This design comes from an exercise in tuning for small area, a short achievable clock period and few clock cycles per item on the open sky130 flow, not from production work.
Only simulation tests tie the RTL to the original design; equivalence was not proved.
Power figures rest on the tool's default switching activity, not on a simulated workload.

<file path="design/flow/config.mk">
export PLATFORM = sky130hd
export DESIGN_NAME = sio_core
export DESIGN_NICKNAME = sio_core
export VERILOG_FILES = /design/flow/design.v
export SDC_FILE = /design/flow/constraint.sdc
export NUM_CORES = 4
export LEC_CHECK = 0
export ABC_CLOCK_PERIOD_IN_PS = 6000
export CAP_MARGIN = 20
export CORE_MARGIN = 2
export CORE_UTILIZATION = 60
export SETUP_SLACK_MARGIN = 4
export SLEW_MARGIN = 20
</file>
<file path="design/flow/constraint.sdc">
create_clock -name core_clock -period 10.0 [get_ports {clk}]
set_input_delay 2.0000 -clock core_clock [delete_from_list [all_inputs] [get_ports {clk}]]
set_output_delay 2.0000 -clock core_clock [all_outputs]
set_load 0.01 [all_outputs]
</file>
<file path="design/flow/design.v">
module sio_core (
    input  wire        clk,
    input  wire        rst,
    input  wire        req_valid,
    output wire        req_ready,
    input  wire        req_evt,
    input  wire [63:0] req_data,
    input  wire        din_valid,
    output wire        din_ready,
    input  wire [7:0]  din,
    output wire        dout_valid,
    output wire [7:0]  dout,
    output wire        rsp_valid,
    output wire [31:0] rsp,
    output wire        adp_valid,
    output wire [15:0] adp,
    output wire        mat_req,
    output wire [7:0]  mat_len,
    input  wire [7:0]  mat_addr,
    output wire [7:0]  mat_data,
    input  wire        mat_ack,
    input  wire [31:0] mat_res
);
    localparam K    = 5;
    localparam CAP  = 1 << K;
    localparam [K-1:0] USABLE = CAP - 1;
    localparam [7:0] OP_OCCUPIED = 8'h01, OP_CAPUSE  = 8'h02, OP_ISFULL = 8'h03,
                     OP_PUSH     = 8'h04, OP_PEEK    = 8'h05, OP_POP    = 8'h06,
                     OP_WRITE    = 8'h10, OP_READ    = 8'h11,
                     OP_ENTX     = 8'h12, OP_DISTX   = 8'h13,
                     OP_ENRX     = 8'h14, OP_DISRX   = 8'h15,
                     OP_STATUS   = 8'h16, OP_FIND    = 8'h20;
    localparam [1:0] ST_IDLE = 2'd0, ST_TX = 2'd1, ST_RX = 2'd2, ST_ERR = 2'd3;
    localparam [4:0] CV_OVERFLOW = 5'd3, CV_UNDERFLOW = 5'd4, CV_STATE = 5'd5,
                     CV_MATCHER  = 5'd6, CV_ILLEGAL   = 5'd7;
    localparam [15:0] ADP_TX_ABORT = 16'h0002, ADP_RX_ONE = 16'h0003,
                      ADP_RX_ABORT = 16'h0004;
    localparam [1:0] P_ISSUE = 2'd0,    
                     P_FJOB  = 2'd1,    
                     P_KICK  = 2'd2,    
                     P_ADP2  = 2'd3;    
    localparam FD = 8;
    localparam FW = 3;
    localparam P = K + 1;               
    reg [7:0]   rxq_mem [0:CAP-1];
    reg [7:0]   txq_mem [0:CAP-1];
    reg [P-1:0] rx_start, rx_end, tx_start, tx_end;
    reg [P-1:0] rx_wp, tx_wp;       
    reg [1:0]   status;
    reg         rx_enabled, tx_enabled;
    reg         fault;
    reg [4:0]   fault_cause;
    reg         d_valid;
    reg [1:0]   d_ph;
    reg         d_evt;
    reg         d_occ, d_cap, d_isfull, d_push, d_peek, d_pop, d_write, d_read;
    reg         d_entx, d_distx, d_enrx, d_disrx, d_status, d_find, d_ill;
    reg         d_evrx, d_evtx, d_evill;
    reg         d_qs;          
    reg [23:0]  d_n;
    reg         d_nbig;        
    reg         d_nzero;       
    reg         d_none;        
    reg [4:0]   d_off;
    reg         d_obig;        
    reg [7:0]   d_byte;        
    reg [4:0]   d_rv;          
    reg         mat_cool;      
    reg         d_fpop;        
    reg          ia_v;
    reg          ia_q;
    reg [23:0]   ia_rem;               
    reg [4:0]    ia_st;                
    reg [FW-1:0] ia_slot;              
    localparam IQ = 2;
    localparam IQW = 1;
    localparam JW = 1 + K + K + FW;
    reg [JW-1:0]  iq_mem [0:IQ-1];
    reg [IQW-1:0] iq_head, iq_tail;
    reg [IQW:0]   iq_cnt;
    wire          iq_some = (iq_cnt != 0);
    wire          iq_full = (iq_cnt == IQ);
    wire [JW-1:0] iq_top  = iq_mem[iq_head];
    wire [FW-1:0] iq_lslot = iq_mem[iq_tail - 1'b1][FW-1:0];
    reg          oa_v, ob_v;
    reg          oa_q, ob_q;
    reg [P-1:0]  oa_ptr, ob_ptr;       
    reg [4:0]    oa_cnt, ob_cnt;       
    reg          oa_pop, ob_pop;
    reg [P-1:0]  oa_rp, ob_rp;         
    reg [FW-1:0] oa_slot, ob_slot;
    localparam ZW = 3;
    reg [5:0]    f_mem [0:FD-1];
    reg [ZW-1:0] f_z   [0:FD-1];       
    reg [FW-1:0] f_head, f_tail;
    reg [FW:0]   f_cnt;
    reg          f_hz;                 
    wire [7:0]  i_opc  = req_data[7:0];
    wire        i_q    = req_data[8];
    wire        i_r0   = (req_data[15:9] == 7'd0);
    wire        i_n0   = (req_data[39:16] == 24'd0);
    wire        i_o0   = (req_data[63:40] == 24'd0);
    wire        i_fq   = i_r0 && i_n0 && i_o0;
    wire        i_fqn  = i_r0 && i_o0;
    wire        i_fz   = !i_q && i_fq;
    wire        i_fn   = !i_q && i_fqn;
    wire [7:0]  i_code = req_data[7:0];
    wire [7:0]  i_byte = req_data[15:8];
    wire c_occ    = (i_opc == OP_OCCUPIED) && i_fq;
    wire c_cap    = (i_opc == OP_CAPUSE)   && i_fq;
    wire c_isfull = (i_opc == OP_ISFULL)   && i_fq;
    wire c_push   = (i_opc == OP_PUSH)     && i_fqn;
    wire c_peek   = (i_opc == OP_PEEK)     && i_r0;
    wire c_pop    = (i_opc == OP_POP)      && i_fqn;
    wire c_write  = (i_opc == OP_WRITE)    && i_fn;
    wire c_read   = (i_opc == OP_READ)     && i_fn;
    wire c_entx   = (i_opc == OP_ENTX)     && i_fz;
    wire c_distx  = (i_opc == OP_DISTX)    && i_fz;
    wire c_enrx   = (i_opc == OP_ENRX)     && i_fz;
    wire c_disrx  = (i_opc == OP_DISRX)    && i_fz;
    wire c_status = (i_opc == OP_STATUS)   && i_fz;
    wire c_find   = (i_opc == OP_FIND)     && i_fqn;
    wire c_legal  = c_occ | c_cap | c_isfull | c_push | c_peek | c_pop | c_write |
                    c_read | c_entx | c_distx | c_enrx | c_disrx | c_status | c_find;
    wire e_rx     = (i_code == 8'h01);
    wire e_tx     = (i_code == 8'h02) && (i_byte == 8'h00);
    wire [K-1:0] rx_occ  = rx_end[K-1:0] - rx_start[K-1:0];
    wire [K-1:0] tx_occ  = tx_end[K-1:0] - tx_start[K-1:0];
    wire         rx_full = (rx_occ == USABLE);
    wire [K-1:0] tx_free = ~tx_occ;                  
    wire         tx_some = (tx_end != tx_start);     
    wire [P-1:0] tx_hd   = tx_wp - tx_start;
    wire         tx_head_ok = (tx_hd != {P{1'b0}}) && (!tx_hd[K] || tx_hd[K-1:0] == {K{1'b0}});
    wire         rx_pend = (rx_wp != rx_end);        
    wire [P-1:0] rx_rp = (oa_v && !oa_q) ? oa_rp : (ob_v && !ob_q) ? ob_rp : rx_start;
    wire [P-1:0] tx_rp = (oa_v &&  oa_q) ? oa_rp : (ob_v &&  ob_q) ? ob_rp : tx_start;
    wire [P-1:0] rx_use = rx_wp - rx_rp;
    wire [P-1:0] tx_use = tx_wp - tx_rp;
    wire         rx_room = (rx_use != CAP);          
    wire         tx_room = (tx_use != CAP);
    wire         qs      = d_qs;
    wire [P-1:0] q_start = qs ? tx_start : rx_start;
    wire [P-1:0] q_end   = qs ? tx_end   : rx_end;
    wire [P-1:0] q_wp    = qs ? tx_wp    : rx_wp;
    wire [K-1:0] q_occ   = q_end[K-1:0] - q_start[K-1:0];
    wire         q_pend  = (q_wp != q_end);
    wire [K:0]   push_sum = {1'b0, q_occ} + {1'b0, d_n[4:0]};
    wire         push_bad = d_nbig || push_sum[K];
    wire [K:0]   peek_sum = {1'b0, d_off} + {1'b0, d_n[4:0]};
    wire         peek_bad = d_nbig || d_obig || ({1'b0, q_occ} < peek_sum);
    wire         pop_bad  = d_nbig || (q_occ < d_n[4:0]);
    wire [K-1:0] write_m  = (d_nbig || d_n[4:0] > tx_free) ? tx_free : d_n[4:0];
    wire [K-1:0] read_m   = (d_nbig || d_n[4:0] > rx_occ)  ? rx_occ  : d_n[4:0];
    wire        r_neg    = mat_res[31];
    wire        r_zero   = (mat_res == 32'd0);
    wire [K-1:0] r_negl  = {K{1'b0}} - mat_res[K-1:0];
    wire        r_dsmall = (&mat_res[31:K]) && (mat_res[K-1:0] != {K{1'b0}}) && (r_negl < q_occ);
    wire [K-1:0] ff_d    = r_zero ? {4'd0, q_occ != 0} : (r_dsmall ? r_negl : q_occ);
    wire        dc_small = (mat_res[30:24] != 7'd0) || (d_n < mat_res[23:0]);
    wire        r_big    = (mat_res[30:K] != 0) || (mat_res[K-1:0] > q_occ);
    wire [P-1:0] oa_wp   = oa_q ? tx_wp : rx_wp;
    wire [P-1:0] oa_dist = oa_wp - oa_ptr;
    wire         oa_avail = (oa_dist != {P{1'b0}}) && (!oa_dist[K] || oa_dist[K-1:0] == {K{1'b0}});
    wire         pa_mat  = mat_req;
    wire         pa_q    = pa_mat ? qs : oa_q;
    wire [K-1:0] pa_slot = pa_mat ? (q_start[K-1:0] + mat_addr[K-1:0]) : oa_ptr[K-1:0];
    wire [7:0]   pa_byte = pa_q ? txq_mem[pa_slot] : rxq_mem[pa_slot];
    wire [7:0]   pc_byte = txq_mem[tx_start[K-1:0]];
    wire fifo_full = (f_cnt == FD);
    wire d_isdin = d_valid && d_ph == P_ISSUE && d_write && !d_nzero && !fault &&
                   !fifo_full && tx_room;
    wire i_fire  = din_valid && !ia_v && d_isdin;
    wire i_wr    = i_fire && (write_m != {K{1'b0}});
    wire kick_en = d_entx || (d_write && tx_enabled);
    wire k_some  = tx_some || (d_write && !d_nzero);    
    wire k_wait  = kick_en && k_some && ((status == ST_RX) || (status == ST_IDLE && !tx_head_ok));
    assign mat_req = d_valid && d_ph == P_ISSUE && d_find && !fault && !fifo_full &&
                     !q_pend && !mat_cool;
    reg go;                      
    reg fin;                     
    always @(*) begin
        go = 1'b0; fin = 1'b0;
        if (d_valid) begin
            case (d_ph)
            P_ISSUE: begin
                if (fifo_full)                   go = 1'b0;
                else if (fault)                  go = 1'b1;
                else if (d_evrx)                 go = (status != ST_RX) || (!rx_pend && rx_room);
                else if (d_evtx)                 go = (status != ST_TX) || !tx_some || tx_head_ok;
                else if (d_push || d_write)      go = d_nzero || (d_nbig ? !ia_v : !iq_full);
                else if (d_peek || d_pop || d_read) go = d_nzero || !ob_v;
                else if (d_find)                 go = mat_req && mat_ack;
                else                             go = 1'b1;
                fin = go && (fault || !(k_wait || (d_enrx && status == ST_TX) || (d_find && ob_v)));
            end
            P_KICK:  begin go = tx_head_ok; fin = go; end
            P_FJOB:  begin go = !d_fpop || !ob_v; fin = go; end
            default: begin go = 1'b1;       fin = 1'b1; end
            endcase
        end
    end
    reg         enq;             
    reg [4:0]   enq_v;
    reg         enq_f;
    reg         o_adp;   reg [15:0] o_adp_w;
    reg         il;              
    reg [K-1:0] il_st;
    reg         ol;              
    reg [P-1:0] ol_ptr;
    reg [K-1:0] ol_cnt;
    reg         ol_pop;
    reg         ev_we;
    reg [P-1:0] n_rx_end, n_tx_end;
    reg [1:0]   n_status;
    reg         n_rx_en, n_tx_en, n_fault;
    reg [4:0]   n_cause;
    reg [1:0]   n_ph;
    reg [4:0]   n_rv;
    reg [K-1:0] adv;             
    reg         n_fpop;
    always @(*) begin
        enq = fin; enq_v = 5'd0; enq_f = 1'b0;
        o_adp = 1'b0; o_adp_w = 16'd0;
        il = 1'b0; il_st = {K{1'b0}};
        ol = 1'b0; ol_ptr = q_start; ol_cnt = {K{1'b0}}; ol_pop = 1'b1;
        ev_we = 1'b0; adv = {K{1'b0}};
        n_rx_end = rx_end; n_tx_end = tx_end;
        n_status = status; n_rx_en = rx_enabled; n_tx_en = tx_enabled;
        n_fault = fault; n_cause = fault_cause;
        n_ph = P_ISSUE; n_rv = d_rv; n_fpop = 1'b0;
        case (d_ph)
        P_ISSUE: begin
            if (fault) begin
                enq_f = !d_evt; enq_v = d_evt ? 5'd0 : fault_cause;
            end else if (d_evill) begin
                n_fault = 1'b1; n_cause = CV_ILLEGAL; n_status = ST_ERR;
            end else if (d_evrx) begin
                if (status != ST_RX) begin
                    n_fault = 1'b1; n_cause = CV_STATE; n_status = ST_ERR;
                end else if (rx_full) begin
                    n_rx_en = 1'b0;
                    o_adp = 1'b1; o_adp_w = ADP_RX_ABORT;
                    n_status = ST_IDLE;
                end else begin
                    ev_we = 1'b1;
                    n_rx_end = rx_end + 1'b1;
                    o_adp = 1'b1; o_adp_w = ADP_RX_ONE;
                end
            end else if (d_evtx) begin
                if (status != ST_TX) begin
                    n_fault = 1'b1; n_cause = CV_STATE; n_status = ST_ERR;
                end else if (!tx_some) begin
                    if (rx_enabled && !rx_full) begin
                        o_adp = 1'b1; o_adp_w = ADP_RX_ONE;
                        n_status = ST_RX;
                    end else begin
                        n_status = ST_IDLE;
                    end
                end else begin
                    adv = 5'd1;
                    o_adp = 1'b1; o_adp_w = {pc_byte, 8'h01};
                end
            end else if (d_ill) begin
                enq_f = 1'b1; enq_v = CV_ILLEGAL;
                n_fault = 1'b1; n_cause = CV_ILLEGAL;
            end else if (d_occ) begin
                enq_v = q_occ;
            end else if (d_cap) begin
                enq_v = USABLE;
            end else if (d_isfull) begin
                enq_v = {4'd0, q_occ == USABLE};
            end else if (d_push) begin
                if (push_bad) begin
                    enq_f = 1'b1; enq_v = CV_OVERFLOW;
                    n_fault = 1'b1; n_cause = CV_OVERFLOW;
                end else if (!d_nzero) begin
                    il = 1'b1; il_st = d_n[4:0];
                    if (qs) n_tx_end = tx_end + d_n[4:0];
                    else    n_rx_end = rx_end + d_n[4:0];
                end
            end else if (d_peek || d_pop) begin
                if (d_peek ? peek_bad : pop_bad) begin
                    enq_f = 1'b1; enq_v = CV_UNDERFLOW;
                    n_fault = 1'b1; n_cause = CV_UNDERFLOW;
                end else if (!d_nzero) begin
                    ol = 1'b1; ol_cnt = d_n[4:0]; ol_pop = d_pop;
                    ol_ptr = q_start + (d_pop ? 6'd0 : {1'b0, d_off});
                    if (d_pop) adv = d_n[4:0];
                end
            end else if (d_read) begin
                enq_v = read_m;
                if (read_m != {K{1'b0}}) begin
                    ol = 1'b1; ol_cnt = read_m;
                    adv = read_m;
                end
            end else if (d_write || d_entx) begin
                if (d_write) begin
                    n_tx_end = tx_end + write_m;
                    if (!d_nzero && !(i_fire && d_none)) begin
                        il = 1'b1; il_st = write_m - i_wr;
                    end
                end else begin
                    n_tx_en = 1'b1;
                end
                n_rv = d_write ? write_m : 5'd0;
                enq_v = n_rv;
                if (kick_en) begin
                    if (status == ST_RX) begin
                        o_adp = 1'b1; o_adp_w = ADP_RX_ABORT;
                        n_status = ST_IDLE;
                        if (k_some) n_ph = P_KICK;
                    end else if (status == ST_IDLE && k_some) begin
                        if (tx_head_ok) begin
                            adv = 5'd1;
                            o_adp = 1'b1; o_adp_w = {pc_byte, 8'h01};
                            n_status = ST_TX;
                        end else begin
                            n_ph = P_KICK;
                        end
                    end
                end
            end else if (d_distx) begin
                n_tx_en = 1'b0;
                if (status == ST_TX) begin
                    o_adp = 1'b1; o_adp_w = ADP_TX_ABORT;
                    n_status = ST_IDLE;
                end
            end else if (d_enrx) begin
                n_rx_en = 1'b1;
                if (status == ST_TX) begin
                    o_adp = 1'b1; o_adp_w = ADP_TX_ABORT;
                    n_status = ST_RX;
                    n_ph = P_ADP2;
                end else if (status == ST_IDLE) begin
                    o_adp = 1'b1; o_adp_w = ADP_RX_ONE;
                    n_status = ST_RX;
                end
            end else if (d_disrx) begin
                n_rx_en = 1'b0;
                if (status == ST_RX) begin
                    o_adp = 1'b1; o_adp_w = ADP_RX_ABORT;
                    n_status = ST_IDLE;
                end
            end else if (d_status) begin
                enq_v = {3'd0, status};
            end else if (d_find) begin
                if (r_neg || r_zero) begin
                    adv = ff_d;
                end else if (dc_small) begin
                end else if (r_big) begin
                    enq_f = 1'b1; enq_v = CV_MATCHER;
                    n_fault = 1'b1; n_cause = CV_MATCHER;
                end else if (!ob_v) begin
                    enq_v = mat_res[4:0];
                    ol = 1'b1; ol_cnt = mat_res[4:0];
                    adv = mat_res[4:0];
                end else begin
                    n_fpop = 1'b1; n_rv = mat_res[4:0];
                end
                if (ob_v) begin
                    n_ph = P_FJOB;
                    if (!n_fpop) n_rv = 5'd0;
                end
            end
        end
        P_FJOB: begin
            enq_f = fault; enq_v = fault ? CV_MATCHER : d_rv;
            if (d_fpop) begin
                ol = 1'b1; ol_cnt = d_rv;
                adv = d_rv;
            end
        end
        P_KICK: begin
            enq_v = d_rv;
            adv = 5'd1;
            o_adp = 1'b1; o_adp_w = {pc_byte, 8'h01};
            n_status = ST_TX;
        end
        default: begin  
            o_adp = 1'b1; o_adp_w = ADP_RX_ONE;
        end
        endcase
    end
    reg [P-1:0] n_rx_start, n_tx_start;
    always @(*) begin
        n_rx_start = rx_start;
        n_tx_start = tx_start;
        if (qs) n_tx_start = tx_start + adv;
        else    n_rx_start = rx_start + adv;
    end
    wire ia_wq    = ia_q ? tx_room : rx_room;
    assign din_ready = ia_v ? (ia_st == {K{1'b0}} || ia_wq) : d_isdin;
    wire din_fire = din_valid && din_ready;
    wire ds_wr    = din_fire && (ia_st != {K{1'b0}});
    wire ia_done  = din_fire && (ia_rem == 24'd1);
    wire ia_busy  = ia_v && !ia_done;
    wire [23:0] ia_src = ia_busy ? ia_rem : (iq_some ? {19'd0, iq_top[JW-2:JW-1-K]} : d_n);
    wire        ia_dec = din_fire && (ia_busy || !ia_v);
    wire il_go    = go && il;
    wire iq_pop   = !ia_busy && iq_some;
    wire iq_push  = il_go && (ia_busy || iq_some);
    wire oa_step  = oa_v && oa_avail && !pa_mat;
    wire oa_done  = oa_step && (oa_cnt == 5'd1);
    wire oa_busy  = oa_v && !oa_done;
    wire ol_go    = go && ol;
    wire req_fire = req_valid && req_ready;
    wire deq      = rsp_valid;
    wire [FW-1:0] f_last = f_tail - 1'b1;
    wire [ZW-1:0] z_head = f_z[f_head];
    wire [ZW-1:0] z_last = f_z[f_last];
    wire z_end    = f_hz ? (z_head == 1) : (z_head == 0);   
    wire enq_zero = !enq_f && enq_v == 5'd0 && !ol_go && !il_go &&
                    !(ia_v && ia_slot == f_tail) && !(iq_some && iq_lslot == f_tail);
    wire merge    = enq && enq_zero && f_cnt != 0 && z_last != {ZW{1'b1}};
    wire enq_new  = enq && !merge;
    wire pop      = deq && z_end && !(merge && f_last == f_head);
    assign req_ready = !d_valid || fin;
    assign mat_len   = {3'd0, q_occ};
    assign mat_data  = pa_byte;
    assign dout      = pa_byte;
    assign dout_valid = oa_step;
    assign adp       = o_adp_w;
    assign adp_valid = go && o_adp;
    assign rsp_valid = (f_cnt != 0) && (f_hz || !((ia_v && ia_slot == f_head) || (oa_v && oa_slot == f_head)));
    assign rsp       = f_hz ? 32'd0 : {f_mem[f_head][5], 26'd0, f_mem[f_head][4:0]};
    wire         ev_wr = go && ev_we;
    wire         rx_we = ev_wr || (ds_wr && !ia_q);
    wire [K-1:0] rx_wa = ev_wr ? rx_end[K-1:0] : rx_wp[K-1:0];
    wire [7:0]   rx_wd = ev_wr ? d_byte : din;
    wire         tx_we = (ds_wr && ia_q) || i_wr;
    always @(posedge clk) begin
        if (rx_we) rxq_mem[rx_wa] <= rx_wd;
        if (tx_we) txq_mem[tx_wp[K-1:0]] <= din;
        if (enq_new) f_mem[f_tail] <= {enq_f, enq_v};
        if (enq_new) f_z[f_tail] <= {ZW{1'b0}};
        if (merge && deq && f_hz && f_last == f_head) begin
        end else begin
            if (merge)              f_z[f_last] <= z_last + 1'b1;
            if (deq && f_hz && !pop) f_z[f_head] <= z_head - 1'b1;
        end
    end
    always @(posedge clk) begin
        if (req_fire) begin
            d_evt    <= req_evt;
            d_occ    <= !req_evt && c_occ;
            d_cap    <= !req_evt && c_cap;
            d_isfull <= !req_evt && c_isfull;
            d_push   <= !req_evt && c_push;
            d_peek   <= !req_evt && c_peek;
            d_pop    <= !req_evt && c_pop;
            d_write  <= !req_evt && c_write;
            d_read   <= !req_evt && c_read;
            d_entx   <= !req_evt && c_entx;
            d_distx  <= !req_evt && c_distx;
            d_enrx   <= !req_evt && c_enrx;
            d_disrx  <= !req_evt && c_disrx;
            d_status <= !req_evt && c_status;
            d_find   <= !req_evt && c_find;
            d_ill    <= !req_evt && !c_legal;
            d_evrx   <= req_evt && e_rx;
            d_evtx   <= req_evt && e_tx;
            d_evill  <= req_evt && !e_rx && !e_tx;
            d_qs     <= req_evt ? (e_tx || (i_q && !e_rx)) : (c_write || c_entx || (i_q && !c_read));
            d_n      <= req_data[39:16];
            d_nbig   <= (req_data[39:21] != 19'd0);
            d_nzero  <= i_n0;
            d_none   <= (req_data[39:16] == 24'd1);
            d_off    <= req_data[44:40];
            d_obig   <= (req_data[63:45] != 19'd0);
            d_byte   <= i_byte;
        end
        if (go) d_rv <= n_rv;
        if (go) d_fpop <= n_fpop;
        ia_rem <= ia_src - ia_dec;
        if (ia_busy) begin
            if (ds_wr) ia_st <= ia_st - 1'b1;
        end else if (iq_some) begin
            ia_q <= iq_top[JW-1]; ia_st <= iq_top[K+FW-1:FW]; ia_slot <= iq_top[FW-1:0];
        end else begin
            ia_q <= qs; ia_st <= il_st; ia_slot <= f_tail;
        end
        if (iq_push) begin
            iq_mem[iq_tail] <= {qs, d_n[K-1:0], il_st, f_tail};
        end
        if (oa_busy) begin
            if (oa_step) begin
                oa_ptr <= oa_ptr + 1'b1;
                oa_cnt <= oa_cnt - 1'b1;
                if (oa_pop) oa_rp <= oa_rp + 1'b1;
            end
        end else if (ob_v) begin
            oa_q <= ob_q; oa_ptr <= ob_ptr; oa_cnt <= ob_cnt; oa_pop <= ob_pop;
            oa_rp <= ob_rp; oa_slot <= ob_slot;
        end else begin
            oa_q <= qs; oa_ptr <= ol_ptr; oa_cnt <= ol_cnt; oa_pop <= ol_pop;
            oa_rp <= q_start; oa_slot <= f_tail;
        end
        if (ol_go) begin
            ob_q <= qs; ob_ptr <= ol_ptr; ob_cnt <= ol_cnt; ob_pop <= ol_pop;
            ob_rp <= q_start; ob_slot <= f_tail;
        end
        if (rst) begin
            d_valid     <= 1'b0;
            d_ph        <= P_ISSUE;
            mat_cool    <= 1'b0;
            ia_v        <= 1'b0;
            iq_head     <= {IQW{1'b0}};
            iq_tail     <= {IQW{1'b0}};
            iq_cnt      <= {(IQW+1){1'b0}};
            oa_v        <= 1'b0;
            ob_v        <= 1'b0;
            rx_start    <= {P{1'b0}};
            rx_end      <= {P{1'b0}};
            rx_wp       <= {P{1'b0}};
            tx_start    <= {P{1'b0}};
            tx_end      <= {P{1'b0}};
            tx_wp       <= {P{1'b0}};
            status      <= ST_IDLE;
            rx_enabled  <= 1'b0;
            tx_enabled  <= 1'b0;
            fault       <= 1'b0;
            fault_cause <= 5'd0;
            f_head      <= {FW{1'b0}};
            f_tail      <= {FW{1'b0}};
            f_cnt       <= {(FW+1){1'b0}};
            f_hz        <= 1'b0;
        end else begin
            mat_cool   <= mat_req && mat_ack;
            if (req_fire)      begin d_valid <= 1'b1; d_ph <= P_ISSUE; end
            else if (fin)      begin d_valid <= 1'b0; d_ph <= P_ISSUE; end
            else if (go)       d_ph <= n_ph;
            if (go) begin
                rx_start    <= n_rx_start;
                rx_end      <= n_rx_end;
                tx_start    <= n_tx_start;
                tx_end      <= n_tx_end;
                status      <= n_status;
                rx_enabled  <= n_rx_en;
                tx_enabled  <= n_tx_en;
                fault       <= n_fault;
                fault_cause <= n_cause;
            end
            if (ev_wr) rx_wp <= rx_wp + 1'b1;
            if (ds_wr || i_wr) begin
                if (ia_q || i_wr) tx_wp <= tx_wp + 1'b1;
                else      rx_wp <= rx_wp + 1'b1;
            end
            ia_v <= ia_busy || iq_some || il_go;
            if (iq_push) iq_tail <= iq_tail + 1'b1;
            if (iq_pop)  iq_head <= iq_head + 1'b1;
            iq_cnt <= iq_cnt + iq_push - iq_pop;
            oa_v <= oa_busy || ob_v || ol_go;
            ob_v <= ol_go ? (oa_busy || ob_v) : (oa_busy && ob_v);
            if (enq_new) f_tail <= f_tail + 1'b1;
            if (pop)     f_head <= f_head + 1'b1;
            if (deq)     f_hz   <= !pop;
            f_cnt <= f_cnt + enq_new - pop;
        end
    end
endmodule
</file>
<file path="design/flow/run.sh">
#!/bin/bash
# synth_recipe.tcl (not shown) runs the flow's synth.tcl, then flattens the netlist and writes it again
# the make line also repeats each setting of config.mk as NAME=value (left out here)
make -C /OpenROAD-flow-scripts/flow DESIGN_CONFIG=/design/flow/config.mk WORK_HOME=/design/flow/orfs CLKGATE_MAP_FILE= SYNTH_SCRIPT=/design/flow/synth_recipe.tcl finish
</file>
==> results of run 1 <==
## kinds of logic after synthesis
logic type                 after synthesis  synth area share
and+or+nand+nor                        903             0.100
DFF                                    831             0.538
AOI/OAI and AO/OA                      553            0.0849
muxes                                  449             0.167
buffers and inverters                  361            0.0351
adders and majority gates              164            0.0478
xor gates and xnor gates               135            0.0265
other                                    1         0.0000842
## worst reg2reg max path: cells and delay by family (launching register included)
kind                     cells  cell delay, ps
AO/OA/AOI/OAI                6            1520
XOR/XNOR                     1             140
adder cells (fa/ha/maj)      6            1610
buffers and inverters       15            1600
flip-flops                   1             440
multiplexers                 1             350
AND/OR/NAND/NOR              3             550
## how the worst min path moves through the flow
stage              startpoint        endpoint  slack, ps  cells past startpoint
2_1_floorplan       f_tail[2]    iq_mem[0][2]        440                      0
3_3_place_gp       rx_enabled      rx_enabled        470                      2
3_5_place_dp   fault_cause[0]  fault_cause[0]        500                      2
4_1_cts        fault_cause[0]  fault_cause[0]        510                      2
5_1_grt        fault_cause[2]  fault_cause[2]        540                      2
6_report              iq_head         iq_head        510                      2
## stage by stage
step	std cells	total power, W	utilization
floorplan	3430	0.00540	-
global placement	4396	0.00594	0.644
detailed placement	4396	0.00601	0.644
CTS	4679	0.00954	0.719
global route	4738	0.0100	0.735
finish	4738	0.00967	0.735
## per-layer routing
metal  global-route usage  share of wire  wire, um
met4                0.173          0.053      7120
met5                    0              0         0
met2                0.581           0.50     66400
met3               0.0484          0.082     10900
met1                0.439           0.37     49600
## power groups by stage
stage          combinational (W)  sequential (W)  clock (W)
2_1_floorplan            0.00130         0.00410          0
3_3_place_gp             0.00176         0.00418          0
3_5_place_dp             0.00182         0.00419          0
4_1_cts                  0.00203         0.00412    0.00340
5_1_grt                  0.00232         0.00414    0.00354
6_report                 0.00217         0.00412    0.00338
## what timing repair did
item                       4_1_cts  5_1_grt
setup endpoints to repair      191      201
gates resized for setup        396      188
gates cloned                    12        2
pin swaps                       71       91
buffers inserted               108       57
hold endpoints to repair         0        0
## Yosys cell counts (all sizes together), types with 42 or more instances
| master | number |
|---|---|
| a21oi | 158 |
| buf | 97 |
| clkbuf | 115 |
| dfxtp | 99 |
| edfxtp | 732 |
| ha | 151 |
| inv | 146 |
| mux2 | 42 |
| mux2i | 175 |
| mux4 | 232 |
| nand2 | 182 |
| nand3 | 50 |
| nor2 | 312 |
| nor3 | 58 |
| nor4 | 49 |
| o21ai | 100 |
| xnor2 | 96 |
## flip-flops by register name (all words and copies together), names as in the netlist, 8 cells and up, named ones only
name,cells
ia_rem,24
rxq_mem,256
txq_mem,256
f_z,24
f_mem,48
d_byte,8
iq_mem,28
d_n,24
## cell type report
cell class	count	area [um^2]	share of cell area
flip-flops and latches	831	24000	0.446
multi-input cells	2238	21000	0.390
repair buffers	398	4040	0.0750
clock buffers	116	2470	0.0459
well taps	959	1200	0.0223
inverters	149	576	0.0107
clock inverters	47	542	0.0101
==> results.tsv, run 1 <==
stage	metric	value	unit
run_status	status	no timing/DRC/antenna violations	
synth	synthFlopType	edfxtp_1	
place	io_buffers	158	
critical_path	crit_start	mat_addr[0]	
critical_path	worst_setup_path_start_kind	input pin	
power	p_int	0.00689	W
sta	min_period	6950	ps
routing	drc	0	
power	powerDensity	180	nW/um^2
critical_path	worstReg2RegEnd	f_cnt[2]	
synth	synthCells	3397	
cts	clock_latency	660	ps
place	gp_congestion	0.990	
floorplan	dieWidth	276	um
sta	fin_setup_tns	0	ps
cts	tritoncts	built	
worst_hold_path	hold_path_class	reg2reg	
critical_path	critical_path_buf_inv_count	6	
synth	synthDominantCellAreaShare	0.494	
sta	timing.final.hold_violations	0	
cts	clk_pin_slew	50	ps
critical_path	slowest_delay	480	ps
sta	post-route-worst-setup-slack	3050	ps
critical_path	critical_path_class	in2out	
place	dp_hpwl	87500	um
critical_path	critPathSlowestCell	fa_1	
cts	htree_levels	3	
flow_run	cap_violations	0	
floorplan	die_y	276	um
critical_path	r2r_slack	3660	ps
cts	clk_path_buf_depth	3	
synth	netlist_area	44500	um^2
synth	yosysSeqAreaShare	0.538	
finish	n_antenna_cell	0	
global_routing	grt_max_degree	68	
routing	ant_nets	0	
sta	worstMarginPinSlew	1200	ps
finish	final_common_cell	edfxtp_1	
critical_path	cp_top_family	multiplexers	
place	place_ws	1430	ps
global_routing	grt_first_pass_wirelength	198000	um
floorplan	coreArea	73200	um^2
routing	wl_per_cell	28.3	um
synth	yosysTopAreaCell	edfxtp_1	
sta	setup_viol	0	
sta	skew	37.4	ps
critical_path	crit_arrival	4950	ps
finish	design_area	53800	um^2
sta	drv_slew	0	
finish	fillers	4667	
sta	fin_hold_ws	511	ps
synth	synthDistinctLibCells	103	
global_routing	grt_pass1_vias	32000	
routing	drt_first_pass_iters	8	
power	seq_power_share	0.427	
critical_path	rr_worst_depth	32	
synth	synth-seq-cells	831	
cts	cts_inserted_buffers	87	
floorplan	rows	99	
power	share_comb_of_total_power	0.224	
sta	fin_crit_sh	0.695	
global_routing	grt_antenna_before_repair	2	
synth	yosys_warnings	1	
critical_path	cp_cell_sequence	buf_6, ha_4, fa_1, mux2i_4, buf_4, buf_6, buf_16, buf_6, mux4_2, mux2i_4, mux2i_2, a22oi_2, o221ai_2, buf_2	
critical_path	cp-end-kind	primary output	
power	vdd.ir_drop.worst	0.222	mV
routing	drtIter0Drc	3570	
place	place_area	47200	um^2
synth	synthTopCellsByArea	edfxtp_1 49%, mux4_2 12%, dfxtp_1 4.5%	
cts	cts.sinks	831	
global_routing	overflow	0	
sta	max_clock_freq	144	MHz
power	switching_share	0.287	
cts	cts_root_buf	clkbuf_16	
finish	layout_common_cells	732 x edfxtp_1, 292 x nor2_1, 232 x mux4_2	
synth	synth_edf_count	732	
critical_path	crit_path_end	mat_data[5]	
routing	num_vias	31800	
cts	hold_buffers	0	
critical_path	path_max_fanout	5	
critical_path	cpMostUsedCell	buf_6	
power	clock_power_share	0.349	
global_routing	grt_usage	0.344	
sta	rsz0062_at_grt	yes	
finish	syn_to_final_growth	20.8	%
sta	slew_headroom	0.194	
synth	avgSynthCellArea	13.1	um^2
critical_path	worstPathRequired	8000	ps
floorplan	dieArea	76400	um^2
critical_path	worst-path-stages	14	
routing	drt_wl_total	134000	um
synth	synthArstFlopShare	0	
finish	finalNetCount	3985	
critical_path	reg2reg_from	d_qs	
finish	layout-drive-gt1-share	0.275	
floorplan	start_util	0.608	
power	leakagePower	19.1	nW
floorplan	ioPinCount	196	
routing	vias_per_cell	6.71	
power	p_switching	0.00277	W
Testbench counts, summed over its fixed seeds: cycles 5,525, txns 3,200.
==> run 2, diff against run 1 <==
==> design/flow/flow/run.sh (new file) <==
#!/bin/bash
# Own layout flow: the standard layout (standard.sh, unchanged synthesis,
# floorplan, power grid, placement, CTS and routing), except that the port
# buffers that global placement inserts on every input and output are
# sky130_fd_sc_hd__buf_2 cells instead of the buffer OpenROAD picks by itself
# (a slow clkdlybuf4s50 delay cell). Every port still gets its buffer.
set -euo pipefail
export BUFFER_PORTS_ARGS="-buffer_cell sky130_fd_sc_hd__buf_2"
bash standard.sh > standard_flow.log 2>&1
==> design/flow/standard.sh (new file) <==
#!/bin/bash
# synth_recipe.tcl (not shown) runs the flow's synth.tcl, then flattens the netlist and writes it again
# the make line also repeats each setting of config.mk as NAME=value (left out here)
make -C /OpenROAD-flow-scripts/flow DESIGN_CONFIG=/design/flow/config.mk WORK_HOME=/design/flow/orfs CLKGATE_MAP_FILE= SYNTH_SCRIPT=/design/flow/synth_recipe.tcl "${@:-finish}"
--- a/design/flow/config.mk
+++ b/design/flow/config.mk
@@ -10,4 +10,8 @@
 export CORE_MARGIN = 2
 export CORE_UTILIZATION = 60
+export CTS_CLUSTER_DIAMETER = 100
+export CTS_CLUSTER_SIZE = 24
+export PLACE_DENSITY = 0.7
 export SETUP_SLACK_MARGIN = 4
 export SLEW_MARGIN = 20
+export TNS_END_PERCENT = 20
removed: design/flow/run.sh
==> run 2 against run 1 <==
Still clean on timing, DRC and antenna. Total power shrank 17%. Setup slack got worse by 50 ps. Global-route usage fell by 1.4 points. Synthesized cell count did not move.
==> results.tsv, run 2 <==
stage	metric	value	unit	change
routing	drt_wl_total	129000	um	-4.1%
critical_path	critical_path_class	in2out		
finish	multiInputGateArea	20300	um^2	-3.2%
critical_path	path_max_fanout	8		+3
synth	ys_top_cells_by_count	732 x edfxtp_1, 312 x nor2_1, 232 x mux4_2		
global_routing	grtUsageMet3	0.0443		-0.00414
synth	yosysMostFrequentCell	edfxtp_1		
finish	finalNetCount	3873		-2.8%
synth	synthDistinctLibCells	103		unchanged
synth	synthFlopType	edfxtp_1		
place	io_buffers	158		unchanged
sta	rsz0062_at_grt	yes		
cts	hold_buffers	0		unchanged
floorplan	dieArea	76400	um^2	unchanged
power	leakagePower	17.9	nW	-6.6%
routing	num_vias	30700		-3.5%
finish	fillers	5159		+11%
sta	setup_viol	0		unchanged
flow_run	cap_violations	0		unchanged
finish	syn_to_final_growth	12.5	%	
routing	drc	0		unchanged
sta	drv_slew	0		unchanged
sta	fin_crit_sh	0.700		+0.00496
synth	yosys_warnings	1		unchanged
routing	drtIter0Drc	3260		-8.7%
finish	final-instance-count-excl-fill	4589		-3.1%
critical_path	worst_setup_path_start_kind	input pin		
synth	yosysSeqAreaShare	0.538		unchanged
power	vdd.ir_drop.worst	0.150	mV	-32%
cts	clock_latency	640	ps	-20 ps
floorplan	coreArea	73200	um^2	unchanged
worst_hold_path	hold_path_class	reg2reg		
sta	max_clock_freq	143	MHz	-0.71%
floorplan	start_util	0.608		unchanged
global_routing	grtUsageMet1	0.430		-0.00926
sta	timing.final.hold_violations	0		unchanged
global_routing	grt_antenna_before_repair	3		+1
global_routing	grt_pass1_vias	30700		-4.0%
floorplan	rows	99		unchanged
global_routing	gr-usage-met2	0.555		-0.0265
global_routing	busiest_layer	met2		
worst_hold_path	min_from	fault_cause[1]		
place	dp_hpwl	87200	um	-0.30%
cts	clk_pin_slew	80	ps	+30 ps
synth	netlist_area	44500	um^2	unchanged
global_routing	grt_usage	0.330		-0.0142
cts	htree_levels	2		-1
power	powerDensity	161	nW/um^2	-11%
critical_path	rr_worst_depth	32		unchanged
finish	regArea	24000	um^2	about the same
critical_path	reg2reg_from	d_qs		
global_routing	grt_max_degree	68		unchanged
cts	cts.sinks	831		unchanged
run_status	status	no timing/DRC/antenna violations		
critical_path	cp-end-kind	primary output		
synth	synth_edf_count	732		unchanged
synth	synthCells	3397		unchanged
routing	vias_per_cell	6.68		-0.40%
place	gp_congestion	0.973		-1.7%
critical_path	cp_cell_sequence	buf_6, ha_4, fa_2, mux2i_4, buf_12, buf_16, buf_12, buf_16, mux4_2, mux2i_4, mux2i_2, a22oi_2, o221ai_2, buf_2		
worst_hold_path	worstHoldPathCells	2		unchanged
routing	drt_first_pass_iters	9		+1
cts	cts_inserted_buffers	42		-52%
critical_path	slowest_delay	560	ps	+80 ps
synth	yosysTopAreaCell	edfxtp_1		
sta	skew	41.4	ps	+3.92 ps
sta	fin_hold_ws	511	ps	+0.0530 ps
critical_path	worstPathRequired	8000	ps	about the same
synth	synthDominantCellAreaShare	0.494		unchanged
critical_path	worstReg2RegEnd	tx_start[4]		
critical_path	crit_arrival	5000	ps	+50 ps
sta	fin_setup_tns	0	ps	unchanged
floorplan	ioPinCount	196		unchanged
floorplan	dieWidth	276	um	unchanged
cts	cts_root_buf	clkbuf_16		
global_routing	overflow	0		unchanged
cts	clk_path_buf_depth	3		unchanged
sta	slew_headroom	0.191		-0.00333
cts	tritoncts	built		
place	dp_cells	4384		-0.27%
finish	layout_common_cells	732 x edfxtp_1, 295 x nor2_1, 232 x mux4_2		
routing	ant_nets	0		unchanged
worst_hold_path	hold_end	fault_cause[1]		
critical_path	critPathSlowestCell	fa_2		
finish	layout-drive-gt1-share	0.251		-0.0238
global_routing	grt_first_pass_wirelength	191000	um	-3.5%
synth	synthTopCellsByArea	edfxtp_1 49%, mux4_2 12%, dfxtp_1 4.5%		
sta	worstMarginPinSlew	1200	ps	-0.577 ps
sta	min_period	7000	ps	+49.6 ps
finish	final_common_cell	edfxtp_1		
synth	synthArstFlopShare	0		unchanged
synth	avgSynthCellArea	13.1	um^2	unchanged
floorplan	die_y	276	um	unchanged
routing	wl_per_cell	28.0	um	-0.98%
critical_path	r2r_slack	4010	ps	+350 ps
synth	synth-seq-cells	831		unchanged
==> run 2: cell counts after synthesis <==
No cell type changed its count.
==> run 2: worst max path at each step <==
| stage | slack (ps) | cells past startpoint | startpoint | endpoint |
|---|---|---|---|---|
| after floorplan | 3890 | 11 | mat_addr[0] | mat_data[0] |
| after global placement | 2030 | 11 | mat_addr[0] | dout[4] |
| after detailed placement | 2220 | 12 | mat_addr[0] | dout[4] |
| after CTS | 3120 | 14 | mat_addr[0] | dout[0] |
| after global routing | 2980 | 14 | mat_addr[0] | dout[3] |
| final | 3000 | 14 | mat_addr[0] | dout[3] |
==> run 2: per-layer routing <==
layer / wire (um) / vias to the layer above
met5: 13 / -
met4: 6600 / 2
met3: 9110 / 292
met2: 63600 / 1465
met1: 49300 / 15500
li1: - / 13400
==> run 2: through the flow <==
| step | worst slack, ps | total power, W | area, um^2 | util |
|---|---|---|---|---|
| 2_1_floorplan | 3890 | 0.00540 | 45000 | - |
| 3_3_place_gp | 2030 | 0.00586 | 46200 | 0.632 |
| 3_5_place_dp | 2220 | 0.00592 | 46300 | 0.632 |
| 4_1_cts | 3120 | 0.00795 | 48900 | 0.668 |
| 5_1_grt | 2980 | 0.00838 | 50100 | 0.685 |
| 6_report | 3000 | 0.00806 | 50100 | 0.685 |
==> run 2: critical path: cells and delay by family <==
kind	cells	cell delay (ps)
muxes	4	710
adders and majority gates	2	710
AOI/OAI and AO/OA	2	700
buffers and inverters	6	850
==> run 2: timing repair <==
action                                  in CTS  in global routing
buffers inserted                            44                 65
endpoints found under the setup margin     188                189
gates resized for setup                    143                142
pin swaps                                   30                 72
gates cloned                                13                  1
==> run 2: layout make-up <==
cell class | instances | share of cell area
Timing Repair Buffer | 331 | 0.0549
Tap cell | 959 | 0.0239
Inverter | 149 | 0.0115
Clock inverter | 9 | 0.00265
Antenna cell | 3 | 0.000150
Multi-Input combinational cell | 2238 | 0.405
Sequential cell | 831 | 0.479
Clock buffer | 69 | 0.0230
==> run 2: cell families after synthesis <==
group	after synthesis	share of synthesized area
AOI/OAI and AO/OA	553	0.0849
DFF	831	0.538
and+or+nand+nor	903	0.100
xor gates and xnor gates	135	0.0265
muxes	449	0.167
other	1	0.0000842
adders and majority gates	164	0.0478
buffers and inverters	361	0.0351
==> run 2: power by group <==
part	internal [W]	total, W	switching [W]
combinational	0.000819	0.00197	0.00115
clock	0.000822	0.00197	0.00115
sequential	0.00395	0.00412	0.000166
total	0.00559	0.00806	0.00247
==> run 3, diff against run 2 <==
--- a/design/flow/config.mk
+++ b/design/flow/config.mk
@@ -12,6 +12,4 @@
 export CTS_CLUSTER_DIAMETER = 100
 export CTS_CLUSTER_SIZE = 24
-export PLACE_DENSITY = 0.7
 export SETUP_SLACK_MARGIN = 4
 export SLEW_MARGIN = 20
-export TNS_END_PERCENT = 20
==> run 3 against run 2 <==
Synthesized cell count did not move. Synthesized area did not move. Setup slack improved by 200 ps. Worst hold slack got worse by 0.53 ps. Critical path depth fell by 2. Maximum frequency rose by 2.9%. Clock skew rose by 8.0 ps. Still clean. Critical endpoint is now dout[6]. Design area fell by 0.10%. Clock-buffer cell count rose by 2. Combinational power barely moved. Total power rose by 0.83%.
==> results.tsv, run 3 <==
stage	metric	value	unit	change
run_status	status	no timing/DRC/antenna violations		
finish	design_area	50100	um^2	-0.10%
sta	timing.final.hold_violations	0		unchanged
critical_path	cp-end-kind	primary output		
floorplan	ioPinCount	196		unchanged
cts	htree_levels	2		unchanged
synth	netlist_area	44500	um^2	unchanged
routing	vias_per_cell	6.74		+0.86%
finish	final_common_cell	edfxtp_1		
critical_path	critical_path_class	in2out		
global_routing	overflow	0		unchanged
global_routing	grt_first_pass_wirelength	193000	um	+1.3%
floorplan	die_y	276	um	unchanged
flow_run	cap_violations	0		unchanged
synth	avgSynthCellArea	13.1	um^2	unchanged
cts	cts_root_buf	clkbuf_16		
place	place_ws	2160	ps	-54.2 ps
cts	clock_latency	640	ps	about the same
sta	min_period	6800	ps	-201 ps
floorplan	dieArea	76400	um^2	unchanged
synth	yosysMostFrequentCell	edfxtp_1		
power	powerDensity	162	nW/um^2	+0.93%
global_routing	grt_antenna_before_repair	2		-1
place	gp_congestion	0.977		+0.36%
synth	synthDominantCellAreaShare	0.494		unchanged
power	vdd.ir_drop.worst	0.203	mV	+35%
finish	finalNetCount	3852		-0.54%
power	leakagePower	17.7	nW	-0.81%
floorplan	coreArea	73200	um^2	unchanged
cts	cts.sinks	831		unchanged
power	power.total	0.00813	W	+0.83%
finish	fillers	5099		-1.2%
sta	post-route-worst-setup-slack	3200	ps	+201 ps
synth	synth_edf_count	732		unchanged
sta	fin_setup_tns	0	ps	unchanged
finish	syn_to_final_growth	12.4	%	
cts	clk_path_buf_depth	3		unchanged
critical_path	worstPathRequired	8000	ps	about the same
routing	num_vias	30800		+0.36%
cts	cts_inserted_buffers	43		+2.4%
synth	yosys_warnings	1		unchanged
critical_path	crit_arrival	4800	ps	-200 ps
place	dp_hpwl	87700	um	+0.57%
finish	final_util	0.684		-0.000701
routing	drt_wl_total	130000	um	+1.3%
floorplan	dieWidth	276	um	unchanged
sta	slew_headroom	0.246		+0.0554
critical_path	r2r_slack	3870	ps	-140 ps
sta	skew	49.3	ps	+7.97 ps
critical_path	rr_worst_depth	30		-6.3%
synth	yosysTopAreaCell	edfxtp_1		
floorplan	start_util	0.608		unchanged
synth	synthArstFlopShare	0		unchanged
synth	synthDistinctLibCells	103		unchanged
sta	max_clock_freq	147	MHz	+2.9%
cts	tritoncts	built		
synth	synthFlopType	edfxtp_1		
routing	drtIter0Drc	3378		+3.6%
synth	synthTopCellsByArea	edfxtp_1 49%, mux4_2 12%, dfxtp_1 4.5%		
critical_path	path_max_fanout	9		+1
global_routing	grt_pass1_vias	30700		-0.033%
synth	synthCells	3397		unchanged
global_routing	grt_usage	0.335		+0.00507
sta	worstMarginPinSlew	1130	ps	-77.2 ps
finish	layout_common_cells	732 x edfxtp_1, 286 x nor2_1, 232 x mux4_2		
critical_path	worstReg2RegEnd	f_cnt[2]		
worst_hold_path	hold_path_class	reg2reg		
cts	clk_pin_slew	90	ps	about the same
sta	drv_slew	0		unchanged
floorplan	rows	99		unchanged
critical_path	crit_start	mat_addr[0]		
finish	layout-drive-gt1-share	0.252		+0.000632
routing	drc	0		unchanged
routing	drt_first_pass_iters	6		-3
place	place_area	46200	um^2	-0.13%
sta	fin_crit_sh	0.680		-0.0201
global_routing	grt_max_degree	68		unchanged
synth	ys_top_cells_by_count	732 x edfxtp_1, 312 x nor2_1, 232 x mux4_2		
synth	synth-seq-cells	831		unchanged
critical_path	reg2reg_from	d_qs		
critical_path	crit_path_end	dout[6]		
sta	rsz0062_at_grt	yes		
sta	setup_viol	0		unchanged
routing	wl_per_cell	28.5	um	+1.8%
critical_path	worst_setup_path_start_kind	input pin		
place	io_buffers	158		unchanged
synth	yosysSeqAreaShare	0.538		unchanged
routing	ant_nets	0		unchanged
## run 3: timing repair
action,4_1_cts,5_1_grt
pin swaps,25,53
hold buffers,0,0
gates resized for setup,172,131
buffers inserted,43,45
setup endpoints to repair,160,236
cloned,13,3
## run 3: worst min path at each step
stage | from | end | slack, ps | cells past startpoint
after floorplan | f_tail[2] | iq_mem[0][2] | 440 | 0
after global placement | rx_enabled | rx_enabled | 470 | 2
after detailed placement | rx_enabled | rx_enabled | 500 | 2
after CTS | fault_cause[2] | fault_cause[2] | 510 | 2
after global routing | fault_cause[1] | fault_cause[1] | 530 | 2
final | fault_cause[2] | fault_cause[2] | 510 | 2
## run 3: routing by layer
metal	up-vias	global-route usage	part of all wire
met2	1506	0.558	0.49
met3	287	0.0466	0.077
met5	-	0	0
met4	0	0.144	0.048
met1	15600	0.446	0.39
li1	13400	-	-
## run 3: per-stage QoR
stage          hold WS [ps]  std cells
5_1_grt                 533       4566
6_report                511       4566
3_5_place_dp            496       4382
4_1_cts                 510       4517
2_1_floorplan           441       3430
3_3_place_gp            471       4382
## run 3: power by group
| part | leakage (nW) | internal [W] | switching [W] | total [W] |
|---|---|---|---|---|
| registers | 7.57 | 0.00395 | 0.000179 | 0.00413 |
| clock network | 0.633 | 0.000868 | 0.00114 | 0.00201 |
| logic | 9.52 | 0.000823 | 0.00116 | 0.00199 |
| total | 17.7 | 0.00564 | 0.00248 | 0.00813 |
## run 3: kinds of logic (layout without fill, tap and decap cells)
group | Yosys count | count (layout) | synth area share
compound gates | 553 | 553 | 0.0849
xor+xnor | 135 | 135 | 0.0265
fa+ha+maj | 164 | 164 | 0.0478
buf+inv | 361 | 537 | 0.0351
flops | 831 | 831 | 0.538
mux | 449 | 449 | 0.167
other cells | 1 | 35 | 0.0000842
simple gates | 903 | 903 | 0.100
## run 3: cell type report
cell class | instances | area (um^2) | share of cell area
tap | 959 | 1200 | 0.0240
clock inverter | 8 | 158 | 0.00315
antenna | 1 | 2.50 | 0.0000500
sequential | 831 | 24000 | 0.479
multi-input combinational | 2238 | 20400 | 0.408
inverter | 149 | 577 | 0.0115
clock buffer | 71 | 1180 | 0.0236
timing repair buffer | 309 | 2530 | 0.0505
## run 3: worst max-delay path, cell delays in order
cell and delay [ps]:
buf_6 100, ha_4 150, fa_1 480, mux2i_4 180
buf_12 230, buf_16 190, mux4_2 320, mux2i_2 230
mux2i_1 170, a22oi_2 360, o221ai_2 200, buf_2 180
==> run 4, diff against run 3 <==
--- a/design/flow/config.mk
+++ b/design/flow/config.mk
@@ -6,5 +6,5 @@
 export NUM_CORES = 4
 export LEC_CHECK = 0
-export ABC_CLOCK_PERIOD_IN_PS = 6000
+export ABC_AREA = 1
 export CAP_MARGIN = 20
 export CORE_MARGIN = 2
@@ -12,4 +12,4 @@
 export CTS_CLUSTER_DIAMETER = 100
 export CTS_CLUSTER_SIZE = 24
-export SETUP_SLACK_MARGIN = 4
+export SETUP_SLACK_MARGIN = 5
 export SLEW_MARGIN = 20
==> run 4 against run 3 <==
Design area up 4.1%. Maximum frequency increased by 2.5%. Sequential cell count unchanged. Sequential power rose by 2%. Combinational power rose by 130%. Final cell count rose by 35%. Non-clock buffer count grew 27. Critical path depth up 3. First-iteration DRC count up 48%. Critical endpoint is now mat_data[2]. Largest power group is now combinational logic.
==> results.tsv, run 4 <==
stage	metric	value	unit	change
finish	multiInputGateArea	20700	um^2	+1.3%
cts	cts.sinks	831		unchanged
sta	worstMarginPinSlew	1040	ps	-85.9 ps
critical_path	worstPathRequired	8000	ps	about the same
finish	regArea	24000	um^2	about the same
cts	cts_root_buf	clkbuf_16		
floorplan	start_util	0.607		-0.00184
synth	synth-seq-cells	831		unchanged
place	gp_congestion	1.01		+3.0%
sta	setup_viol	0		unchanged
place	io_buffers	158		unchanged
global_routing	grt_first_pass_wirelength	212000	um	+9.5%
sta	rsz0062_at_grt	yes		
power	leakagePower	19.6	nW	+11%
critical_path	path_max_fanout	18		+9
synth	synthTopCellsByArea	edfxtp_1 49%, o21ai_0 6.7%, nand2_1 6.3%		
routing	drt_wl_total	145000	um	+12%
cts	cts_inserted_buffers	42		-2.3%
finish	final_util	0.699		+0.0152
floorplan	coreArea	74600	um^2	+1.9%
critical_path	worstReg2RegEnd	f_cnt[2]		
synth	synthArstFlopShare	0		unchanged
finish	final_common_cell	edfxtp_1		
finish	finalNetCount	5440		+41%
sta	min_period	6630	ps	-165 ps
synth	synth_edf_count	732		unchanged
place	dp_hpwl	92200	um	+5.1%
critical_path	rr_worst_depth	38		+27%
finish	fillers	5657		+11%
floorplan	dieArea	77600	um^2	+1.5%
sta	timing.final.hold_violations	0		unchanged
place	dp_cells	5947		+36%
synth	synthDominantCellAreaShare	0.486		-0.00756
routing	drtIter0Drc	5011		+48%
sta	fin_setup_tns	0	ps	unchanged
cts	clock_latency	650	ps	about the same
sta	drv_slew	0		unchanged
finish	final-instance-count-excl-fill	6164		+35%
critical_path	crit_arrival	4630	ps	-170 ps
sta	fin_hold_ws	464	ps	-46.8 ps
critical_path	critical_path_class	in2out		
critical_path	reg2reg_from	d_qs		
synth	yosysSeqAreaShare	0.530		-0.00825
global_routing	grt_pass1_vias	35700		+16%
cts	clk_path_buf_depth	3		unchanged
cts	hold_buffers	0		unchanged
cts	htree_levels	2		unchanged
sta	skew	38.7	ps	-10.7 ps
flow_run	cap_violations	0		unchanged
synth	yosysTopAreaCell	edfxtp_1		
critical_path	worst_setup_path_start_kind	input pin		
routing	wl_per_cell	23.6	um	-17%
finish	layout_common_cells	732 x edfxtp_1, 684 x nand2_1, 650 x nor2_1		
routing	ant_nets	0		unchanged
sta	slew_headroom	0.300		+0.0537
worst_hold_path	hold_path_class	reg2reg		
synth	avgSynthCellArea	9.03	um^2	-31%
run_status	status	no timing/DRC/antenna violations		
routing	vias_per_cell	6.29		-6.6%
floorplan	dieWidth	279	um	+0.76%
floorplan	die_y	279	um	+0.76%
finish	layout-drive-gt1-share	0.166		-0.0857
critical_path	crit_path_end	mat_data[2]		
floorplan	ioPinCount	196		unchanged
critical_path	cp-end-kind	primary output		
global_routing	grt_usage	0.358		+0.0225
power	vdd.ir_drop.worst	0.148	mV	-27%
cts	tritoncts	built		
synth	ys_top_cells_by_count	757 x nand2_1, 746 x nor2_1, 732 x edfxtp_1		
synth	synthFlopType	edfxtp_1		
routing	num_vias	38800		+26%
synth	yosys_warnings	1		unchanged
global_routing	overflow	0		unchanged
finish	syn_to_final_growth	15.3	%	
routing	drc	0		unchanged
power	powerDensity	208	nW/um^2	+28%
power	power.total	0.0109	W	+34%
routing	drt_first_pass_iters	6		unchanged
critical_path	crit_start	mat_addr[0]		
sta	fin_crit_sh	0.663		-0.0165
floorplan	rows	100		+1.0%
synth	synthDistinctLibCells	71		-31%
global_routing	grt_max_degree	83		+22%
synth	netlist_area	45200	um^2	+1.6%
critical_path	r2r_slack	4330	ps	+460 ps
cts	clk_pin_slew	90	ps	about the same
sta	max_clock_freq	151	MHz	+2.5%
global_routing	grt_antenna_before_repair	5		+3
synth	synthCells	5006		+47%
synth	yosysMostFrequentCell	nand2_1		
==> run 4: logic make-up (layout without fill, tap and decap cells) <==
group | Yosys count | in the layout | share of synthesized area
AND/OR/NAND/NOR | 1948 | 1950 | 0.180
AO/OA/AOI/OAI | 1272 | 1272 | 0.162
flip-flops | 831 | 831 | 0.530
buffers and inverters | 709 | 860 | 0.0646
adder cells (fa/ha/maj) | 163 | 163 | 0.0469
XOR/XNOR | 79 | 79 | 0.0153
multiplexers | 3 | 3 | 0.000692
other | 1 | 37 | 0.0000829
==> run 4: layout make-up <==
cell class,instances,area share
timing repair buffer,336,0.0583
sequential,831,0.460
inverter,442,0.0358
clock inverter,9,0.00245
multi-input combinational,3501,0.397
tap,969,0.0233
antenna,3,0.000144
clock buffer,67,0.0220
timing repair inverter,6,0.00103
==> run 4: critical path, cell delays in order <==
cell      delay [ps]
buf_6            100
ha_4             150
fa_1             530
nor2_4            60
nor2_4           130
buf_12           170
buf_12           150
inv_6             90
o21ai_0          100
o21ai_0          100
o211ai_1         390
nand3_1          240
nand3_2          180
nand2_2           90
buf_2            150
==> run 4: timing repair <==
item,CTS,global route
cloned,14,11
setup buffers,53,58
setup endpoints to repair,1015,782
resized for setup,336,266
pin swaps,47,99
==> run 4: worst min-delay path by stage <==
stage          startpoint         end  cells after the start
6_report          iq_head     iq_head                      1
3_3_place_gp      iq_head    register                      1
4_1_cts           iq_head     iq_head                      1
3_5_place_dp      iq_head     iq_head                      1
2_1_floorplan  tx_enabled  tx_enabled                      2
5_1_grt           iq_head     iq_head                      1
==> run 4: metrics by stage <==
| stage | setup slack, ps | cell area [um^2] |
|---|---|---|
| floorplan | 4010 | 45900 |
| global placement | 2100 | 47000 |
| CTS | 3440 | 50300 |
| detailed placement | 2110 | 47000 |
| finish | 3370 | 52100 |
| global route | 3300 | 52100 |
==> run 4: per-layer routing <==
layer,GRT usage,up-vias,wire length [um]
li1,-,17900,-
met1,0.481,18300,56100
met2,0.583,2215,68100
met3,0.0521,362,14400
met4,0.154,4,6810
met5,0,-,28
==> run 4: report_power, final <==
part	internal [W]	switching (W)	leakage [nW]
registers	0.00403	0.000208	7.55
clock network	0.000821	0.00117	0.605
logic	0.00157	0.00306	11.4
total	0.00642	0.00444	19.6
==> run 5, diff against run 4 <==
--- a/design/flow/config.mk
+++ b/design/flow/config.mk
@@ -12,4 +12,4 @@
 export CTS_CLUSTER_DIAMETER = 100
 export CTS_CLUSTER_SIZE = 24
-export SETUP_SLACK_MARGIN = 5
+export SETUP_SLACK_MARGIN = 4
 export SLEW_MARGIN = 20
==> run 5 against run 4 <==
First-iteration DRC count down 0.38%. Sequential power about the same. Total power down 3.3%. Still clean. Non-clock buffer count is 66 lower. Via count down 2.1%. Clock-buffer cell count is 2 higher. Highest routed layer unchanged. Critical path depth shrank 1. Setup slack got worse by 100 ps. Global-route usage decreased by 0.22 points.
==> results.tsv, run 5 <==
stage	metric	value	unit	change
run_status	status	no timing/DRC/antenna violations		
critical_path	rr_worst_depth	31		-18%
cts	cts_root_buf	clkbuf_16		
routing	drtIter0Drc	4992		-0.38%
routing	ant_nets	0		unchanged
critical_path	reg2reg_from	d_qs		
synth	synth-seq-cells	831		unchanged
global_routing	grtUsageMet3	0.0468		-0.00537
finish	multiInputGateArea	19000	um^2	-8.0%
floorplan	ioPinCount	196		unchanged
synth	avgSynthCellArea	9.03	um^2	unchanged
finish	finalNetCount	5372		-1.3%
critical_path	crit_arrival	4730	ps	+100 ps
routing	num_vias	38000		-2.1%
global_routing	grt_first_pass_wirelength	210000	um	-0.86%
critical_path	worstReg2RegEnd	tx_start[4]		
synth	yosys.area_share.simple	0.180		unchanged
place	dp_hpwl	92000	um	-0.15%
cts	clk_path_buf_depth	3		unchanged
critical_path	critical_path_class	in2out		
finish	regArea	24000	um^2	-0.13%
power	p_int	0.00627	W	-2.3%
power	clock_power_share	0.190		+0.007
synth	synth_top_family_by_area	simple AND/OR/NAND/NOR gates		
synth	yosysSeqAreaShare	0.530		unchanged
sta	max_clock_freq	148	MHz	-1.5%
synth	synth_adder_area_share	0.0469		unchanged
sta	fin_crit_sh	0.673		+0.0100
global_routing	grtUsageMet1	0.477		-0.00422
worst_hold_path	min_from	iq_head		
floorplan	coreArea	74600	um^2	unchanged
global_routing	grt_usage	0.356		-0.00221
synth	synthDominantCellAreaShare	0.486		unchanged
cts	hold_buffers	0		unchanged
synth	yosysTopAreaCell	edfxtp_1		
sta	fin_setup_tns	0	ps	unchanged
place	io_buffers	158		unchanged
routing	drt_first_pass_iters	8		+2
cts	htree_levels	2		unchanged
synth	synth.area.mux_share	0.000692		unchanged
synth	synth-xor-area-share	0.0153		unchanged
synth	ys_top_cells_by_count	757 x nand2_1, 746 x nor2_1, 732 x edfxtp_1		
power	p_switching	0.00422	W	-4.8%
floorplan	start_util	0.607		unchanged
finish	final-instance-count-excl-fill	6096		-1.1%
cts	tritoncts	built		
global_routing	overflow	0		unchanged
floorplan	die_y	279	um	unchanged
synth	synthFlopType	edfxtp_1		
power	seq_power_share	0.402		+0.012
floorplan	rows	100		unchanged
synth	synthTopCellsByArea	edfxtp_1 49%, o21ai_0 6.7%, nand2_1 6.3%		
power	share_comb_of_total_power	0.408		-0.019
finish	fillers	6109		+8.0%
routing	vias_per_cell	6.23		-1.0%
power	switching_share	0.402		-0.00626
sta	rsz0062_at_grt	yes		
finish	final_common_cell	nor2_1		
worst_hold_path	worstHoldPathCells	1		unchanged
finish	layout_common_cells	733 x nor2_1, 732 x edfxtp_1, 727 x nand2_1		
floorplan	dieWidth	279	um	unchanged
cts	cts_inserted_buffers	42		unchanged
power	powerDensity	211	nW/um^2	+1.5%
place	place_area	46600	um^2	-0.87%
global_routing	busiest_layer	met2		
synth	synthCells	5006		unchanged
place	dp_cells	5946		-0.017%
sta	skew	52.1	ps	+13.5 ps
critical_path	cp-end-kind	primary output		
flow_run	cap_violations	0		unchanged
sta	slew_headroom	0.255		-0.0442
power	vdd.ir_drop.worst	0.155	mV	+4.6%
synth	synthArstFlopShare	0		unchanged
place	gp_congestion	1.01		+0.49%
power	leakagePower	18.9	nW	-3.3%
finish	design_area	49700	um^2	-4.7%
global_routing	grt_max_degree	100		+20%
cts	cts.sinks	831		unchanged
sta	setup_viol	0		unchanged
synth	yosys_warnings	1		unchanged
critical_path	path_max_fanout	44		+26
critical_path	worstPathRequired	8000	ps	about the same
floorplan	dieArea	77600	um^2	unchanged
routing	drc	0		unchanged
finish	syn_to_final_growth	9.83	%	
global_routing	gr-usage-met2	0.581		-0.00218
global_routing	grt_pass1_vias	35100		-1.7%
routing	wl_per_cell	23.3	um	-1.4%
worst_hold_path	hold_path_class	reg2reg		
global_routing	grt_antenna_before_repair	1		-4
critical_path	worst_setup_path_start_kind	input pin		
critical_path	r2r_slack	4150	ps	-180 ps
finish	layout-drive-gt1-share	0.101		-0.0652
synth	yosysMostFrequentCell	nand2_1		
routing	drt_wl_total	142000	um	-2.4%
synth	synth_compound_area_frac	0.162		unchanged
sta	min_period	6730	ps	+100 ps
synth	synthDistinctLibCells	71		unchanged
sta	timing.final.hold_violations	0		unchanged
sta	worstMarginPinSlew	1110	ps	+71.8 ps
synth	synth_edf_count	732		unchanged
sta	drv_slew	0		unchanged
synth	netlist_area	45200	um^2	unchanged
cts	clock_latency	650	ps	about the same
cts	clk_pin_slew	100	ps	about the same
run 5: worst max path at each step:
stage,from,to,slack [ps]
floorplan,mat_addr[0],mat_data[0],3970
global placement,mat_addr[0],dout[6],2220
detailed placement,mat_addr[0],dout[1],2200
CTS,mat_addr[0],dout[1],3370
global route,mat_addr[0],dout[0],3190
finish,mat_addr[0],dout[0],3270
run 5: cell families after synthesis:
logic type      after synthesis
flops                       831
simple gates               1948
buf+inv                     709
compound gates             1272
fa+ha+maj                   163
other cells                   1
mux                           3
xor+xnor                     79
run 5: what timing repair did:
action                                  CTS  global route
gates resized for setup                 133           107
endpoints found under the setup margin  179           583
buffers inserted                         26            22
cloned                                   17             5
pin swaps                                47            53
run 5: worst max-delay path, stage by stage:
cell and delay, ps:
buf_6 100, ha_4 150, fa_1 550, nor2_2 70
nor2_4 140, buf_12 230, inv_8 160, o21ai_0 110
o21ai_0 90, o211ai_1 520, nand3_2 200, nand3_2 150
nand2_2 80, buf_2 140
run 5: stage by stage:
step | setup WS, ps | hold slack (ps) | utilization | power (W)
after floorplan | 3970 | 424 | - | 0.00689
after global placement | 2220 | 434 | 0.625 | 0.00794
after detailed placement | 2200 | 446 | 0.625 | 0.00800
after CTS | 3370 | 459 | 0.657 | 0.0103
after global routing | 3190 | 484 | 0.666 | 0.0110
final | 3270 | 458 | 0.666 | 0.0105
run 5: cell type report:
type                       instances  share of cell area
inverter                         442              0.0349
timing repair buffer             270              0.0474
clock inverter                     9             0.00295
sequential                       831               0.483
tap                              969              0.0244
multi-input combinational       3499               0.383
timing repair inverter             6             0.00126
clock buffer                      69              0.0232
antenna                            1           0.0000504
run 5: per-layer routing:
metal / up-vias / part of all wire
met5: - / 0.000063
met4: 2 / 0.051
met3: 384 / 0.091
met2: 2071 / 0.47
met1: 17800 / 0.39
li1: 17700 / -
run 5: power by group through the flow:
stage | registers, W | logic, W | clock network (W)
after floorplan | 0.00420 | 0.00269 | 0
after global placement | 0.00429 | 0.00365 | 0
after detailed placement | 0.00430 | 0.00370 | 0
after CTS | 0.00421 | 0.00406 | 0.00200
after global routing | 0.00424 | 0.00467 | 0.00212
final | 0.00422 | 0.00428 | 0.00199

==> afterwards: timing with drivers on the ports <==
How much do the figures lean on ideal ports? The routed layouts below were timed once more, with nothing changed but the port constraints. Step 1: set_driving_cell puts a clkbuf_16 on clk and a buf_2 on each other input, an assumption about the parent block. Step 2 moves the port delays by t, midway between the first and last clock arrival at a register: inputs arrive t later, outputs are due t later. That takes back most of the time a late clock gives input paths. Three values: ideal, step 1, step 2; two values: the first two.
run	t, ns	setup slack, ns	worst setup path at the end	worst slew at a driven data input, ns	cell pins on the clock port's net
run 1	0.712	3.050 / 3.018 / 3.018	input to output	0.07	1
run 2	0.690	3.000 / 2.965 / 2.965	input to output	0.07	1
run 3	0.682	3.201 / 3.167 / 3.167	input to output	0.10	1
run 4	0.697	3.366 / 3.335 / 3.335	input to output	0.07	1
run 5	0.691	3.265 / 3.234 / 3.234	input to output	0.06	1
After both steps setup and hold are still met in every run listed. For run 2, which loses most, drivers alone change the setup slack by -0.035 ns; drivers and shift together by -0.035 ns.
